What follows belongs to an exercise in optimizing a design on an open flow for small area; a production flow would make more cautious choices.
Function was checked by simulation only, so behaviour that the tests miss may differ from the original.
Power is estimated from default activity; no workload was simulated.

===== design.v =====
module ipt_block (
    input  wire         clk,
    input  wire         rst,
    input  wire         cmd_valid,
    input  wire [63:0]  cmd_word,
    output wire         cmd_ready,
    input  wire         tick,
    output reg          resp_valid,
    output reg  [31:0]  resp_data,
    output reg          invoke_valid,
    output reg  [31:0]  invoke_ref,
    output wire [138:0] irq_en,      
    output wire [416:0] irq_pri,     
    output wire [3:0]   exc_en,      
    output wire [20:0]  exc_pri      
);
    localparam integer NIRQ         = 139;
    localparam integer CNT_W        = 24;
    localparam integer TICKS_PER_MS = 10;
    localparam [7:0] OP_ENIRQ     = 8'h01;
    localparam [7:0] OP_DISIRQ    = 8'h02;
    localparam [7:0] OP_SETIRQPRI = 8'h03;
    localparam [7:0] OP_GETIRQPRI = 8'h04;
    localparam [7:0] OP_ENEXC     = 8'h05;
    localparam [7:0] OP_DISEXC    = 8'h06;
    localparam [7:0] OP_SETEXCPRI = 8'h07;
    localparam [7:0] OP_GETEXCPRI = 8'h08;
    localparam [7:0] OP_TINIT     = 8'h10;
    localparam [7:0] OP_TDEINIT   = 8'h11;
    localparam [7:0] OP_TSTART    = 8'h12;
    localparam [7:0] OP_TSTOP     = 8'h13;
    localparam [7:0] OP_TBUSYWAIT = 8'h14;
    localparam [7:0] OP_SETCB     = 8'h18;
    localparam [7:0] OP_DISPATCH  = 8'h19;
    localparam [7:0] OP_ENXCPT    = 8'h20;
    localparam [7:0] OP_DISXCPT   = 8'h21;
    localparam [7:0] OP_ENFAULT   = 8'h22;
    localparam [7:0] OP_DISFAULT  = 8'h23;
    localparam [7:0] OP_RDREG     = 8'h30;
    reg [NIRQ-1:0]   en;           
    reg [3*NIRQ-1:0] ipri;         
    reg [2:0]        shc;          
    reg [20:0]       xpri;         
    reg              t_enable;     
    reg              t_inten;      
    reg              t_clksrc;     
    reg              t_count;      
    reg [CNT_W-1:0]  t_reload;
    reg [CNT_W-1:0]  t_current;
    reg [31:0]       callback;
    reg              gie;
    reg              gfe;
    reg              st_pend;
    reg              bw_poll;      
    wire [7:0]  op  = cmd_word[63:56];
    wire [7:0]  fa  = cmd_word[55:48];
    wire [7:0]  fb  = cmd_word[47:40];
    wire [7:0]  fz  = cmd_word[39:32];
    wire [31:0] fw  = cmd_word[31:0];
    wire fmt_z0 = (fa == 8'd0) && (fb == 8'd0) && (fz == 8'd0) && (fw == 32'd0);
    wire fmt_a1 = (fb == 8'd0) && (fz == 8'd0) && (fw == 32'd0);
    wire fmt_ab = (fz == 8'd0) && (fw == 32'd0);
    wire fmt_w1 = (fa == 8'd0) && (fb == 8'd0) && (fz == 8'd0);
    assign cmd_ready = !bw_poll;
    wire accept = cmd_valid && cmd_ready;
    wire c_enirq     = accept && (op == OP_ENIRQ)     && fmt_a1;
    wire c_disirq    = accept && (op == OP_DISIRQ)    && fmt_a1;
    wire c_setirqpri = accept && (op == OP_SETIRQPRI) && fmt_ab;
    wire c_getirqpri = accept && (op == OP_GETIRQPRI) && fmt_a1;
    wire c_enexc     = accept && (op == OP_ENEXC)     && fmt_a1;
    wire c_disexc    = accept && (op == OP_DISEXC)    && fmt_a1;
    wire c_setexcpri = accept && (op == OP_SETEXCPRI) && fmt_ab;
    wire c_getexcpri = accept && (op == OP_GETEXCPRI) && fmt_a1;
    wire c_tinit     = accept && (op == OP_TINIT)     && fmt_w1;
    wire c_tdeinit   = accept && (op == OP_TDEINIT)   && fmt_z0;
    wire c_tstart    = accept && (op == OP_TSTART)    && fmt_z0;
    wire c_tstop     = accept && (op == OP_TSTOP)     && fmt_z0;
    wire c_tbusywait = accept && (op == OP_TBUSYWAIT) && fmt_w1;
    wire c_setcb     = accept && (op == OP_SETCB)     && fmt_w1;
    wire c_dispatch  = accept && (op == OP_DISPATCH)  && fmt_z0;
    wire c_enxcpt    = accept && (op == OP_ENXCPT)    && fmt_z0;
    wire c_disxcpt   = accept && (op == OP_DISXCPT)   && fmt_z0;
    wire c_enfault   = accept && (op == OP_ENFAULT)   && fmt_z0;
    wire c_disfault  = accept && (op == OP_DISFAULT)  && fmt_z0;
    wire c_rdreg     = accept && (op == OP_RDREG)     && fmt_a1;
    wire id_ok = (fa <= 8'd138);
    wire [31:0]      reload_full = fw * TICKS_PER_MS - 1;
    wire [CNT_W-1:0] reload_val  = reload_full[CNT_W-1:0];
    wire [31:0] en_word  [0:4];
    wire [31:0] ipr_word [0:34];
    genvar gr, gl;
    generate
        for (gr = 0; gr < 5; gr = gr + 1) begin : g_en_word
            if (32*gr + 31 < NIRQ) begin : g_full
                assign en_word[gr] = en[32*gr +: 32];
            end else begin : g_part
                assign en_word[gr] = {{(32*gr + 32 - NIRQ){1'b0}}, en[NIRQ-1:32*gr]};
            end
        end
        for (gr = 0; gr < 35; gr = gr + 1) begin : g_ipr_word
            for (gl = 0; gl < 4; gl = gl + 1) begin : g_lane
                if (4*gr + gl < NIRQ) begin : g_used
                    assign ipr_word[gr][8*gl +: 8] = {ipri[3*(4*gr + gl) +: 3], 5'b00000};
                end else begin : g_unused
                    assign ipr_word[gr][8*gl +: 8] = 8'h00;
                end
            end
        end
    endgenerate
    wire [2:0] p_mem  = xpri[0  +: 3];    
    wire [2:0] p_bus  = xpri[3  +: 3];    
    wire [2:0] p_usg  = xpri[6  +: 3];    
    wire [2:0] p_svc  = xpri[9  +: 3];    
    wire [2:0] p_dbg  = xpri[12 +: 3];    
    wire [2:0] p_psv  = xpri[15 +: 3];    
    wire [2:0] p_tick = xpri[18 +: 3];    
    wire [31:0] shc_word   = {13'd0, shc, 16'd0};
    wire [31:0] pri1_word  = {8'd0, p_usg, 5'd0, p_bus, 5'd0, p_mem, 5'd0};
    wire [31:0] pri2_word  = {p_svc, 29'd0};
    wire [31:0] pri3_word  = {p_tick, 5'd0, p_psv, 13'd0, p_dbg, 5'd0};
    wire [31:0] tctrl_word = {15'd0, t_count, 13'd0, t_clksrc, t_inten, t_enable};
    wire [31:0] stat_word  = {29'd0, st_pend & ~gie, gfe, gie};
    wire [7:0] ipr_sel = fa - 8'h10;
    wire [5:0] ipr_idx = ipr_sel[5:0];
    reg [31:0] rd_word;
    always @(*) begin
        rd_word = 32'd0;
        if (fa <= 8'h04)
            rd_word = en_word[fa[2:0]];
        else if (fa >= 8'h08 && fa <= 8'h0C)
            rd_word = en_word[fa[2:0]];
        else if (fa >= 8'h10 && fa <= 8'h32)
            rd_word = ipr_word[ipr_idx];
        else begin
            case (fa)
                8'h40: rd_word = shc_word;
                8'h41: rd_word = pri1_word;
                8'h42: rd_word = pri2_word;
                8'h43: rd_word = pri3_word;
                8'h50: rd_word = tctrl_word;
                8'h51: rd_word = {{(32-CNT_W){1'b0}}, t_reload};
                8'h52: rd_word = {{(32-CNT_W){1'b0}}, t_current};
                8'h60: rd_word = callback;
                8'h61: rd_word = stat_word;
                default: rd_word = 32'd0;
            endcase
        end
    end
    reg [2:0] irq_pri_rd;
    always @(*) begin
        irq_pri_rd = 3'd0;
        if (id_ok)
            irq_pri_rd = ipri[3*fa +: 3];
    end
    reg [2:0] exc_pri_rd;
    always @(*) begin
        case (fa)
            8'd3:    exc_pri_rd = p_mem;
            8'd4:    exc_pri_rd = p_bus;
            8'd5:    exc_pri_rd = p_usg;
            8'd6:    exc_pri_rd = p_svc;
            8'd7:    exc_pri_rd = p_dbg;
            8'd8:    exc_pri_rd = p_psv;
            8'd9:    exc_pri_rd = p_tick;
            default: exc_pri_rd = 3'd0;
        endcase
    end
    reg [NIRQ-1:0]   n_en;
    reg [3*NIRQ-1:0] n_ipri;
    reg [2:0]        n_shc;
    reg [20:0]       n_xpri;
    reg              n_enable, n_inten, n_clksrc, n_count;
    reg [CNT_W-1:0]  n_reload, n_current;
    reg [31:0]       n_callback;
    reg              n_gie, n_gfe, n_st_pend, n_bw_poll;
    reg              n_resp_valid;
    reg [31:0]       n_resp_data;
    reg              n_invoke_valid;
    reg [31:0]       n_invoke_ref;
    always @(*) begin
        n_en           = en;
        n_ipri         = ipri;
        n_shc          = shc;
        n_xpri         = xpri;
        n_enable       = t_enable;
        n_inten        = t_inten;
        n_clksrc       = t_clksrc;
        n_count        = t_count;
        n_reload       = t_reload;
        n_current      = t_current;
        n_callback     = callback;
        n_gie          = gie;
        n_gfe          = gfe;
        n_st_pend      = st_pend;
        n_bw_poll      = bw_poll;
        n_resp_valid   = 1'b0;
        n_resp_data    = resp_data;
        n_invoke_valid = 1'b0;
        n_invoke_ref   = invoke_ref;
        if (st_pend && gie && !c_dispatch) begin
            n_st_pend = 1'b0;
            if (callback != 32'd0) begin
                n_invoke_valid = 1'b1;
                n_invoke_ref   = callback;
            end
        end
        if (bw_poll) begin
            n_count = 1'b0;                        
            if (t_count) begin                     
                n_enable  = 1'b0;
                n_inten   = 1'b0;
                n_clksrc  = 1'b0;
                n_current = {CNT_W{1'b0}};
                n_reload  = {CNT_W{1'b0}};
                n_bw_poll = 1'b0;
            end
        end else begin
            if (c_enirq && id_ok)
                n_en[fa] = 1'b1;
            if (c_disirq && id_ok)
                n_en[fa] = 1'b0;
            if (c_setirqpri && id_ok)
                n_ipri[3*fa +: 3] = fb[2:0];
            if (c_getirqpri) begin
                n_resp_valid = 1'b1;
                n_resp_data  = {29'd0, irq_pri_rd};
            end
            if (c_enexc || c_disexc) begin
                case (fa)
                    8'd3: n_shc[0] = c_enexc;
                    8'd4: n_shc[1] = c_enexc;
                    8'd5: n_shc[2] = c_enexc;
                    8'd9: begin
                        n_count = 1'b0;
                        n_inten = c_enexc;
                    end
                    default: ;
                endcase
            end
            if (c_setexcpri && fa >= 8'd3 && fa <= 8'd9)
                n_xpri[3*(fa - 8'd3) +: 3] = fb[2:0];
            if (c_getexcpri) begin
                n_resp_valid = 1'b1;
                n_resp_data  = {29'd0, exc_pri_rd};
            end
            if (c_tinit || c_tbusywait) begin
                n_current = {CNT_W{1'b0}};
                n_count   = 1'b0;
                n_reload  = reload_val;
                n_enable  = 1'b1;
                n_inten   = c_tinit;
                n_clksrc  = 1'b1;
                if (c_tinit)
                    n_gie = 1'b1;
                else
                    n_bw_poll = 1'b1;
            end
            if (c_tdeinit) begin
                n_enable  = 1'b0;
                n_inten   = 1'b0;
                n_clksrc  = 1'b0;
                n_count   = 1'b0;
                n_current = {CNT_W{1'b0}};
                n_reload  = {CNT_W{1'b0}};
            end
            if (c_tstart) begin
                n_count  = 1'b0;
                n_enable = 1'b1;
            end
            if (c_tstop) begin
                n_count  = 1'b0;
                n_enable = 1'b0;
            end
            if (c_setcb)
                n_callback = fw;
            if (c_dispatch && callback != 32'd0) begin
                n_invoke_valid = 1'b1;
                n_invoke_ref   = callback;
            end
            if (c_enxcpt)   n_gie = 1'b1;
            if (c_disxcpt)  n_gie = 1'b0;
            if (c_enfault)  n_gfe = 1'b1;
            if (c_disfault) n_gfe = 1'b0;
            if (c_rdreg) begin
                n_resp_valid = 1'b1;
                n_resp_data  = rd_word;
                if (fa == 8'h50)
                    n_count = 1'b0;
            end
        end
        if (tick && n_enable) begin
            if (n_current == {CNT_W{1'b0}}) begin
                n_current = n_reload;
            end else begin
                n_current = n_current - 1'b1;
                if (n_current == {CNT_W{1'b0}}) begin
                    n_count = 1'b1;
                    if (n_inten)
                        n_st_pend = 1'b1;
                end
            end
        end
    end
    always @(posedge clk) begin
        if (rst) begin
            en           <= {NIRQ{1'b0}};
            ipri         <= {(3*NIRQ){1'b0}};
            shc          <= 3'd0;
            xpri         <= 21'd0;
            t_enable     <= 1'b0;
            t_inten      <= 1'b0;
            t_clksrc     <= 1'b0;
            t_count      <= 1'b0;
            t_reload     <= {CNT_W{1'b0}};
            t_current    <= {CNT_W{1'b0}};
            callback     <= 32'd0;
            gie          <= 1'b1;
            gfe          <= 1'b1;
            st_pend      <= 1'b0;
            bw_poll      <= 1'b0;
            resp_valid   <= 1'b0;
            resp_data    <= 32'd0;
            invoke_valid <= 1'b0;
            invoke_ref   <= 32'd0;
        end else begin
            en           <= n_en;
            ipri         <= n_ipri;
            shc          <= n_shc;
            xpri         <= n_xpri;
            t_enable     <= n_enable;
            t_inten      <= n_inten;
            t_clksrc     <= n_clksrc;
            t_count      <= n_count;
            t_reload     <= n_reload;
            t_current    <= n_current;
            callback     <= n_callback;
            gie          <= n_gie;
            gfe          <= n_gfe;
            st_pend      <= n_st_pend;
            bw_poll      <= n_bw_poll;
            resp_valid   <= n_resp_valid;
            resp_data    <= n_resp_data;
            invoke_valid <= n_invoke_valid;
            invoke_ref   <= n_invoke_ref;
        end
    end
    assign irq_en  = en;
    assign irq_pri = ipri;
    assign exc_en  = {t_inten, shc};
    assign exc_pri = xpri;
endmodule

===== run.sh =====
#!/bin/bash
# synth_recipe.tcl (not shown) runs the flow's synth.tcl, then flattens the netlist and writes it again
# the make line also repeats each setting of config.mk as NAME=value (left out here)
make -C /OpenROAD-flow-scripts/flow DESIGN_CONFIG=/design/flow/config.mk WORK_HOME=/design/flow/orfs CLKGATE_MAP_FILE= SYNTH_SCRIPT=/design/flow/synth_recipe.tcl finish

===== config.mk =====
export PLATFORM = sky130hd
export DESIGN_NAME = ipt_block
export DESIGN_NICKNAME = ipt_block
export VERILOG_FILES = /design/flow/design.v
export SDC_FILE = /design/flow/constraint.sdc
export NUM_CORES = 4
export LEC_CHECK = 0
export CAP_MARGIN = 20
export CORE_MARGIN = 2
export CORE_UTILIZATION = 40
export SLEW_MARGIN = 20

===== constraint.sdc =====
create_clock -name core_clock -period 8.0 [get_ports {clk}]
set_input_delay 1.6000 -clock core_clock [delete_from_list [all_inputs] [get_ports {clk}]]
set_output_delay 1.6000 -clock core_clock [all_outputs]
set_load 0.01 [all_outputs]

==> metrics.md <==
| Metric | Value |
|---|---|
| GRT overflow | 0 |
| VDD IR max | 0.1657 mV |
| Startpoint class of the critical path | input pin |
| Critical path class | input pin to flip-flop |
| RSZ-0062 raised after global routing | false |
| Hold-fix buffers, CTS | 0 |
| DP HPWL | 204.9 mm |
| Post-cts sizing count | 0 |
| Slew Viols, Final | 0 |
| Outcome | timing/DRC/antenna clean |
| Worst skew pair latency | 0.73 ns |
| Clk slew on worst S/H paths | 0.06 ns |
| Final Hold Fails | 0 |
| Total Wirelength | 272.3 mm |
| Final period utilization | 0.8817 |
| Post-layout power | 8637 µW |
| # port buffers | 715 |
| Max Cap Violations | 0 |
| Syn nets | 5115 |
| Die height | 320.9 µm |
| Worst-margin pin slew | 1.361 ns |
| Clock Tree Root | clkbuf_16 |
| Number of buffers created by CTS | 82 |
| DRT Pass-1 Iters | 13 |
| List of most frequent post-synthesis cells | dfxtp_1, nor2_1, a22oi_1 |
| Ys Warns | 1 |
| CP Capture Type | flip-flop |
| Setup-failing EPs final | 0 |
| Drc violations | 0 |
| Avg Inst Size Synth | 8.077 µm² |
| Top-Level Pins | 716 |
| Bufs on Longest Clock Path | 3 |
| Die Area | 0.1030 mm² |
| Pwr/cell area | 168.2 mW/mm² |
| Post-synthesis async set-or-reset flop share | 0 |
| Final RePlAce weighted congestion | 1.125 |
| DR iter-0 viols | 9209 |
| Fmax | 141.8 MHz |
| Final setup TNS | 0 ns |
| Post-synth EDFFs | 0 |
| Synth Instances | 4974 |
| Area Overhead vs Synth | 27.78% |
| Vias per cell | 7.034 |
| CTS tree | yes |
| First-pass GRT wire length | 364.1 mm |
| Synth area leaders | dfxtp_1, a22oi_1, nor2_1, a21oi_1, nand2_1 |
| CP required | 8.58 ns |
| # nets final | 5625 |
| WL per Instance | 39.56 µm |
| Relative slew slack | 0.08459 |
| Starting Density | 0.4024 |
| Via count of the routed design | 48420 |
| Core ar. | 0.09986 mm² |
| Vias in the first global route | 43170 |
| Initial antenna violation count | 51 |
| Largest net degree at the start of global routing | 223 |
| Final worst path period need | 7.054 ns |
| Synth cell types | 115 |
| Top FF cell, synth | dfxtp_1 |
| Share of layout cells above drive strength 1 | 0.07789 |
| Worst EP arrival | 7.63 ns |
| Num Clock Sinks | 734 |
| Clock skew | 0.07518 ns |
| Share of the synthesized area in the top cell type | 0.3657 |
| Largest area contributor in the netlist | dfxtp_1 |
| CTS H-tree lvls | 3 |
| Final setup margin | 0.9461 ns |
| Most frequent cell after synthesis | dfxtp_1 |
| Leakage | 0.01687 µW |
| Cell Rows | 116 |
| Synth Register Bits | 734 |
| Critical-path maximum fanout | 9 |
| Detail Route Antenna Nets | 0 |
| Post-place setup slack | 0.4646 ns |
| Cell Area, Synth | 0.04018 mm² |
| Post-synthesis sequential area ratio | 0.3657 |
| Post-CTS setup buffers | 0 |
| GRT Total Usage | 0.5057 |
| Tightest Hold Check Type | flip-flop to flip-flop |
| Die X | 320.9 µm |
-- placed cells by master, fill, tap and decap left out, drive strengths merged, types with 40 or more instances in the layout --
cell type and instances:
nor2b 61, a22oi 509, nor2 697, mux4 54, nor4 52, nand2 508
o21ai 156, clkdlybuf4s50 707, dfxtp 734, o221ai 51, ha 71, and2 48
a21oi 389, a31oi 49, a211oi 79, nand3 87, mux2i 169, a222oi 62
diode 40, buf 139, clkbuf 116, nor3 218, nand4 55
-- logic make-up after synthesis --
group | synth area share
compound gates | 0.2617
simple gates | 0.2180
flops | 0.3657
buf+inv | 0.04734
xor+xnor | 0.01134
fa+ha+maj | 0.02311
mux | 0.07275
-- layer usage --
layer	up-vias	part of all wire	GRT usage
li1	19600	-	-
met1	23410	0.36	0.6112
met2	4258	0.41	0.7204
met3	1106	0.14	0.2000
met4	48	0.092	0.3771
met5	-	0.0014	0.004255
-- sequential cells by signal, summed over array words and instances, names as in the netlist, 3 cells and up --
register    cells
callback       32
en            139
invoke_ref     32
ipri          417
resp_data      32
shc             3
t_current      24
t_reload       24
xpri           21
-- where the power goes --
| part | internal [µW] | total, µW | switching (µW) |
|---|---|---|---|
| logic | 282 | 964 | 682 |
| clock network | 2310 | 4020 | 1710 |
| registers | 3650 | 3650 | 0.000000188 |
-- area by class of cell --
class | instances | area, µm²
multi-input combinational | 3780 | 23780
inverter | 40 | 150.1
fill | 9607 | 48520
tap | 1298 | 1624
clock buffer | 116 | 2371
sequential | 734 | 14690
clock inverter | 30 | 462.9
timing repair buffer | 846 | 8155
antenna | 40 | 100.1
-- worst paths after layout --
| check | from | end | slack [ns] | cells after the start |
|---|---|---|---|---|
| worst max-delay path | cmd_word[53] | xpri[1] | 0.95 | 22 |
| worst min register to register | resp_data[6] | resp_data[6] | 0.45 | 2 |
| worst max register to register | bw_poll | t_current[22] | 2.85 | 16 |
| worst min-delay path | resp_data[6] | resp_data[6] | 0.45 | 2 |
-- metrics by stage --
step | utilization | hold WS [ns] | area, µm² | cells
floorplan | - | 0.4513 | 40180 | 4974
global route | 0.5134 | 0.4703 | 51260 | 6853
CTS | 0.5130 | 0.4506 | 51230 | 6843
global placement | 0.4846 | 0.4400 | 48390 | 6697
finish | 0.5141 | 0.4493 | 51340 | 6884
detailed placement | 0.4847 | 0.4442 | 48400 | 6697
-- critical path: stages --
cell and delay (ns):
clkdlybuf4s50_1 0.57, nor2_2 0.38, nand2_1 0.12, xnor2_1 0.39, xnor2_1 0.12, ha_1 0.38
o21a_1 0.15, a211o_1 0.36, a21oi_1 0.31, nand2_1 0.12, a21oi_1 0.19, o211ai_1 0.16
or3_1 0.45, inv_1 0.08, ha_1 0.24, or4b_2 0.68, nor4_1 0.29, nand2_1 0.09
nor4_1 0.18, nand4_1 0.25, or3_1 0.37, a31oi_1 0.15

[what the ideal ports hide]
Ports are ideal in the flow. The routed layout listed here was re-timed in OpenROAD.
Step 1 (the two cells are an assumption about what drives the block):
set clk [get_ports {clk}]
set_driving_cell -lib_cell sky130_fd_sc_hd__clkbuf_16 $clk
set_driving_cell -lib_cell sky130_fd_sc_hd__buf_2 [delete_from_list [all_inputs] $clk]
Step 2 times the ports against the registers' clock, not the clock port: input delays grow and output delays shrink by t, the midpoint of the rising clock arrivals with the driver on.
Three values: no drivers, after step 1, after step 2; two values: the first two.
shift t [ns]: 0.772
setup WS [ns]: 0.946 / 0.917 / 0.145
worst register clock-pin slew, ns: 0.07 / 0.07
worst slew at a driven data input, ns: 0.17
After both steps this run still meets setup and hold. The setup slack of this run moves by -0.029 ns with the drivers and by -0.801 ns with both steps.
